Background: an optimization exercise with open tools, aiming at small area. Do not read the settings as production practice. Function was checked by simulation only, so behaviour that the tests miss may differ from the original. Power is estimated from default activity; no workload was simulated. No driver is modelled on the clock port, so clocking that relies on it looks cheaper here than on a real chip.

## jk2_frame_decoder
module jk2_frame_decoder #(
    parameter integer LEN_LIMIT = 100,             
    parameter integer CAP       = LEN_LIMIT + 3,   
    parameter integer AW        = 9
) (
    input  wire          clk,
    input  wire          rst,
    input  wire          in_valid,
    input  wire [7:0]    in_byte,
    output wire          in_ready,
    input  wire          take,
    output wire          frame_valid,
    output wire [2:0]    state,
    output wire [AW-1:0] count,
    output wire [AW-1:0] frame_len,
    input  wire [AW-1:0] rd_addr,
    output wire [7:0]    rd_data,
    output wire [3:0]    evt
);
For scale: about 1700 cells after synthesis, ~820 flip-flops, ~56 I/O pins, about 31000 sq um of cells after synthesis.
clock: 20.0 ns
lec_check: 0
cap_margin: 40
core_margin: 2
core_utilization: 60
cts_buf_list: sky130_fd_sc_hd__clkbuf_16
cts_cluster_diameter: 100
cts_cluster_size: 30
place_density: 0.7
slew_margin: 40
synth_hierarchical: 1
run.sh (not shown) runs the stock make flow with config.mk's settings and CLKGATE_MAP_FILE= SYNTH_SCRIPT=/design/flow/synth_recipe.tcl, a recipe that flattens the netlist after the stock synthesis.
Rerun with:
Settings changed: CTS_CLUSTER_DIAMETER 100 to 70, CTS_CLUSTER_SIZE 30 to 25.
Outcome: Routed wire length increases by 0.77%. Critical path depth does not change. Worst hold slack got worse by 4.9 ps. Power increases by 5.7%. Design area increases by about 1%. Sequential power is about the same. Setup slack improved by 36 ps. Clock power increases by 20%. Die area is unchanged. Fmax is about the same.
Rerun with:
Settings changed: CTS_BUF_LIST sky130_fd_sc_hd__clkbuf_16 to not set, CTS_CLUSTER_DIAMETER 70 to not set, CTS_CLUSTER_SIZE 25 to not set.
Count of clock-buffer cells in the layout rises by 59.
Fmax falls slightly.
Critical path depth does not change.
Routed wire length rises slightly.
Utilization rises by 2.9 points.


The RTL this note starts from:
==> flow/design.v <==
module jk2_frame_decoder #(
    parameter integer LEN_LIMIT = 100,             
    parameter integer CAP       = LEN_LIMIT + 3,   
    parameter integer AW        = 9
) (
    input  wire          clk,
    input  wire          rst,
    input  wire          in_valid,
    input  wire [7:0]    in_byte,
    output wire          in_ready,
    input  wire          take,
    output wire          frame_valid,
    output wire [2:0]    state,
    output wire [AW-1:0] count,
    output wire [AW-1:0] frame_len,
    input  wire [AW-1:0] rd_addr,
    output wire [7:0]    rd_data,
    output wire [3:0]    evt
);
    localparam [2:0] ST_EMPTY = 3'd0;
    localparam [2:0] ST_SAW1  = 3'd1;
    localparam [2:0] ST_AWLEN = 3'd2;
    localparam [2:0] ST_ACC   = 3'd3;
    localparam [2:0] ST_COMP  = 3'd4;
    localparam [3:0] EV_NONE       = 4'd0;
    localparam [3:0] EV_SKIP       = 4'd1;
    localparam [3:0] EV_PUSH       = 4'd2;
    localparam [3:0] EV_COMPLETE   = 4'd3;
    localparam [3:0] EV_HDR2_ERR   = 4'd4;
    localparam [3:0] EV_LEN_REJECT = 4'd5;
    localparam [3:0] EV_RESYNC     = 4'd6;
    localparam [3:0] EV_CSUM_ERR   = 4'd7;
    localparam [3:0] EV_TAKEN      = 4'd9;
    localparam integer NS = CAP - 4;   
    reg [2:0] st;
    reg [6:0] cnt;
    reg [6:0] lbyte;     
    reg [3:0] ev;
    reg [7:0] csum;      
    reg       last_aa;   
    reg [7:0] sr [0:NS-1];
    reg [2:0] st_n;
    reg [6:0] cnt_n;
    reg [3:0] ev_n;
    wire st_awlen = (st == ST_AWLEN);
    wire st_acc   = (st == ST_ACC);
    wire st_comp  = (st == ST_COMP);
    wire [6:0] len     = lbyte + 7'd4;
    wire [6:0] cnt_inc = cnt + 1'b1;
    wire b_aa    = (in_byte == 8'hAA);
    wire b_55    = (in_byte == 8'h55);
    wire len_ok  = (in_byte != 8'd0) && (in_byte < LEN_LIMIT);
    wire is_last = (cnt_inc == len);
    wire csum_ok = (csum == in_byte);
    always @(*) begin
        st_n  = st;
        cnt_n = cnt;
        ev_n  = EV_NONE;
        if (st > ST_COMP) begin
            st_n  = ST_EMPTY;
            cnt_n = 7'd0;
        end else if (st_comp) begin
            if (take) begin
                st_n  = ST_EMPTY;
                cnt_n = 7'd0;
                ev_n  = EV_TAKEN;
            end
        end else if (in_valid) begin
            case (st)
                ST_EMPTY: begin
                    if (b_aa) begin
                        cnt_n = cnt_inc;
                        st_n  = ST_SAW1;
                        ev_n  = EV_PUSH;
                    end else begin
                        ev_n  = EV_SKIP;
                    end
                end
                ST_SAW1: begin
                    if (b_55) begin
                        cnt_n = cnt_inc;
                        st_n  = ST_AWLEN;
                        ev_n  = EV_PUSH;
                    end else begin
                        cnt_n = 7'd0;
                        st_n  = ST_EMPTY;
                        ev_n  = EV_HDR2_ERR;
                    end
                end
                ST_AWLEN: begin
                    if (len_ok) begin
                        cnt_n = cnt_inc;
                        st_n  = ST_ACC;
                        ev_n  = EV_PUSH;
                    end else begin
                        ev_n  = EV_LEN_REJECT;
                    end
                end
                default: begin  
                    if (last_aa && b_55) begin
                        cnt_n = 7'd2;
                        st_n  = ST_AWLEN;
                        ev_n  = EV_RESYNC;
                    end else if (!is_last) begin
                        cnt_n = cnt_inc;
                        ev_n  = EV_PUSH;
                    end else if (csum_ok) begin
                        cnt_n = cnt_inc;
                        st_n  = ST_COMP;
                        ev_n  = EV_COMPLETE;
                    end else begin
                        cnt_n = 7'd0;
                        st_n  = ST_EMPTY;
                        ev_n  = EV_CSUM_ERR;
                    end
                end
            endcase
        end
    end
    always @(posedge clk) begin
        if (rst) begin
            st  <= ST_EMPTY;
            cnt <= 7'd0;
            ev  <= EV_NONE;
        end else begin
            st  <= st_n;
            cnt <= cnt_n;
            ev  <= ev_n;
        end
    end
    always @(posedge clk) begin
        if (st_awlen) begin
            lbyte <= in_byte[6:0];
            csum  <= in_byte;
        end else if (in_valid && st_acc && !is_last) begin
            csum  <= csum ^ in_byte;
        end
        if (in_valid)
            last_aa <= b_aa;
    end
    wire shift = in_valid && !st_comp && (cnt != 7'd102);
    integer i;
    always @(posedge clk) begin
        if (shift) begin
            sr[0] <= in_byte;
            for (i = 1; i < NS; i = i + 1)
                sr[i] <= sr[i-1];
        end
    end
    wire [6:0] ra    = rd_addr[6:0];
    wire       c103  = (cnt == 7'd103);
    wire [6:0] pos   = {cnt[6:1], cnt[0] & !c103} + ~ra;
    wire       low3  = (ra[6:2] == 5'd0) && !(ra[1] && ra[0]);
    wire [98:0] psel;
    jk2_dec99 u_rd_dec (.a(pos), .en_n(low3), .sel(psel));
    localparam integer NG = NS / 3;    
    wire [NG-1:0] grp_n [0:7];
    genvar gb, gg;
    generate
        for (gb = 0; gb < 8; gb = gb + 1) begin : g_bit
            for (gg = 0; gg < NG; gg = gg + 1) begin : g_grp
                jk2_aoi3 u_aoi (
                    .d({sr[3*gg+2][gb], sr[3*gg+1][gb], sr[3*gg][gb]}),
                    .s(psel[3*gg+2:3*gg]),
                    .y_n(grp_n[gb][gg])
                );
            end
        end
    endgenerate
    wire s0   = (ra == 7'd0);
    wire s1   = (ra == 7'd1);
    wire s2   = (ra == 7'd2);
    wire s102 = (ra == 7'd102);
    reg [7:0] rd;
    integer k;
    always @(*) begin
        for (k = 0; k < 8; k = k + 1)
            rd[k] = ~&grp_n[k];
        rd = rd | ({8{s0}} & 8'hAA)
                | ({8{s1}} & 8'h55)
                | ({8{s2}} & {1'b0, lbyte})
                | ({8{s102}} & csum);
    end
    assign in_ready    = !st_comp;
    assign frame_valid = st_comp;
    assign state       = st;
    assign count       = {2'b00, cnt};
    assign frame_len   = {2'b00, (st_acc || st_comp) ? len : 7'd0};
    assign evt         = ev;
    assign rd_data     = rd;
endmodule
module jk2_dec99 (
    input  wire [6:0]  a,
    input  wire        en_n,
    output wire [98:0] sel
);
    wire [6:0]  a_n;
    wire        en;
    wire [7:0]  lo_n;
    wire [12:0] hi_n;
    jk2_inv u_inv_en (.a(en_n), .y(en));
    genvar k;
    generate
        for (k = 0; k < 7; k = k + 1) begin : g_inv
            jk2_inv u_inv (.a(a[k]), .y(a_n[k]));
        end
        for (k = 0; k < 8; k = k + 1) begin : g_lo
            jk2_nand4 u_nand (
                .a(k[0] ? a[0] : a_n[0]),
                .b(k[1] ? a[1] : a_n[1]),
                .c(k[2] ? a[2] : a_n[2]),
                .d(en),
                .y(lo_n[k])
            );
        end
        for (k = 0; k < 13; k = k + 1) begin : g_hi
            jk2_nand4 u_nand (
                .a(k[0] ? a[3] : a_n[3]),
                .b(k[1] ? a[4] : a_n[4]),
                .c(k[2] ? a[5] : a_n[5]),
                .d(k[3] ? a[6] : a_n[6]),
                .y(hi_n[k])
            );
        end
        for (k = 0; k < 99; k = k + 1) begin : g
            jk2_nor2 u_nor (.a(lo_n[k % 8]), .b(hi_n[k / 8]), .y(sel[k]));
        end
    endgenerate
endmodule
module jk2_inv (
    input  wire a,
    output wire y
);
    assign y = ~a;
endmodule
module jk2_nand4 (
    input  wire a,
    input  wire b,
    input  wire c,
    input  wire d,
    output wire y
);
    assign y = ~(a & b & c & d);
endmodule
module jk2_nor2 (
    input  wire a,
    input  wire b,
    output wire y
);
    assign y = ~(a | b);
endmodule
module jk2_aoi3 (
    input  wire [2:0] d,
    input  wire [2:0] s,
    output wire       y_n
);
    assign y_n = ~|(d & s);
endmodule
==> flow/config.mk <==
export PLATFORM = sky130hd
export DESIGN_NAME = jk2_frame_decoder
export DESIGN_NICKNAME = jk2_frame_decoder
export VERILOG_FILES = /design/flow/design.v
export SDC_FILE = /design/flow/constraint.sdc
export NUM_CORES = 4
export LEC_CHECK = 0
export CAP_MARGIN = 10
export CORE_MARGIN = 2
export CORE_UTILIZATION = 60
export PLACE_DENSITY = 0.7
export SLEW_MARGIN = 10
export SYNTH_HIERARCHICAL = 1
==> flow/constraint.sdc <==
create_clock -name core_clock -period 20.0 [get_ports {clk}]
set_input_delay 4.0000 -clock core_clock [delete_from_list [all_inputs] [get_ports {clk}]]
set_output_delay 4.0000 -clock core_clock [all_outputs]
set_load 0.01 [all_outputs]
standard.sh (not shown) runs the stock make flow with config.mk's settings and CLKGATE_MAP_FILE= SYNTH_SCRIPT=/design/flow/synth_recipe.tcl, a recipe that flattens the netlist after the stock synthesis.
==> flow/flow/run.sh <==
#!/bin/bash
# Own layout flow: the standard flow (standard.sh, unchanged synthesis,
# floorplan, power grid and routing) with two placement/CTS arguments changed:
#  - port buffers use the smallest buffer (buf_1) instead of the default pick;
#  - clock tree: larger sink clusters of clkbuf_16 and no dummy loads.
# The full make output goes to standard_finish.log in this folder; ORFS keeps
# each step's own log under orfs/logs/.
set -euo pipefail
bash standard.sh \
  "BUFFER_PORTS_ARGS=-buffer_cell sky130_fd_sc_hd__buf_1" \
  "CTS_ARGS=-sink_clustering_enable -repair_clock_nets -buf_list sky130_fd_sc_hd__clkbuf_16 -sink_clustering_size 30 -sink_clustering_max_diameter 100 -dont_use_dummy_load" \
  finish > standard_finish.log 2>&1
The first run completed without violations.
Next try:
==> flow/flow/run.sh (replaced) <==
#!/bin/bash
# Own layout flow: the standard flow (standard.sh, unchanged synthesis,
# floorplan, power grid and routing) with two placement/CTS arguments changed:
#  - port buffers use the smallest buffer (buf_1) instead of the default pick;
#  - clock tree: sink clusters of 18 on clkbuf_8 and no dummy loads.
# The full make output goes to standard_finish.log in this folder; ORFS keeps
# each step's own log under orfs/logs/.
set -euo pipefail
bash standard.sh \
  "BUFFER_PORTS_ARGS=-buffer_cell sky130_fd_sc_hd__buf_1" \
  "CTS_ARGS=-sink_clustering_enable -repair_clock_nets -buf_list sky130_fd_sc_hd__clkbuf_8 -sink_clustering_size 18 -sink_clustering_max_diameter 60 -dont_use_dummy_load" \
  finish > standard_finish.log 2>&1
Result: The new run completed without violations; hold slack gets worse by 0.018 ns; fmax hardly moves; cell count climbs by about 1%; register-to-register slack gets worse by 0.07 ns; via count hardly moves; non-clock buffer count stays the same.

## afterwards: timing with drivers on the ports
The flow's constraints put no driver on any port. The routed layouts listed below were extracted and timed again, unchanged, in two steps. Step 1, drivers: a clkbuf_16 drives clk and a buf_2 each remaining input, both assumed. Step 2 also shifts input and output timing later by t, the mid clock arrival at the registers, as if the neighbouring blocks saw the same clock. a / b / c = no drivers / after step 1 / after step 2; a / b = the first two.
run	t (ns)	setup slack, ns	worst setup path after step 2	cell pins on the clock port's net
the first run of note 1	0.690	7.420 / 7.393 / 7.393	input to output	1
the second run of note 1	0.663	7.455 / 7.432 / 7.432	input to output	1
the third run of note 1	0.695	7.365 / 7.334 / 7.334	input to output	1
the first run of note 2	0.679	6.424 / 6.400 / 6.400	input to output	1
the second run of note 2	0.716	6.422 / 6.398 / 6.398	input to output	1
After both steps every run listed still meets setup and hold. For the third run of note 1, which loses most, drivers alone change the setup slack by -0.031 ns; drivers and shift together by -0.031 ns.
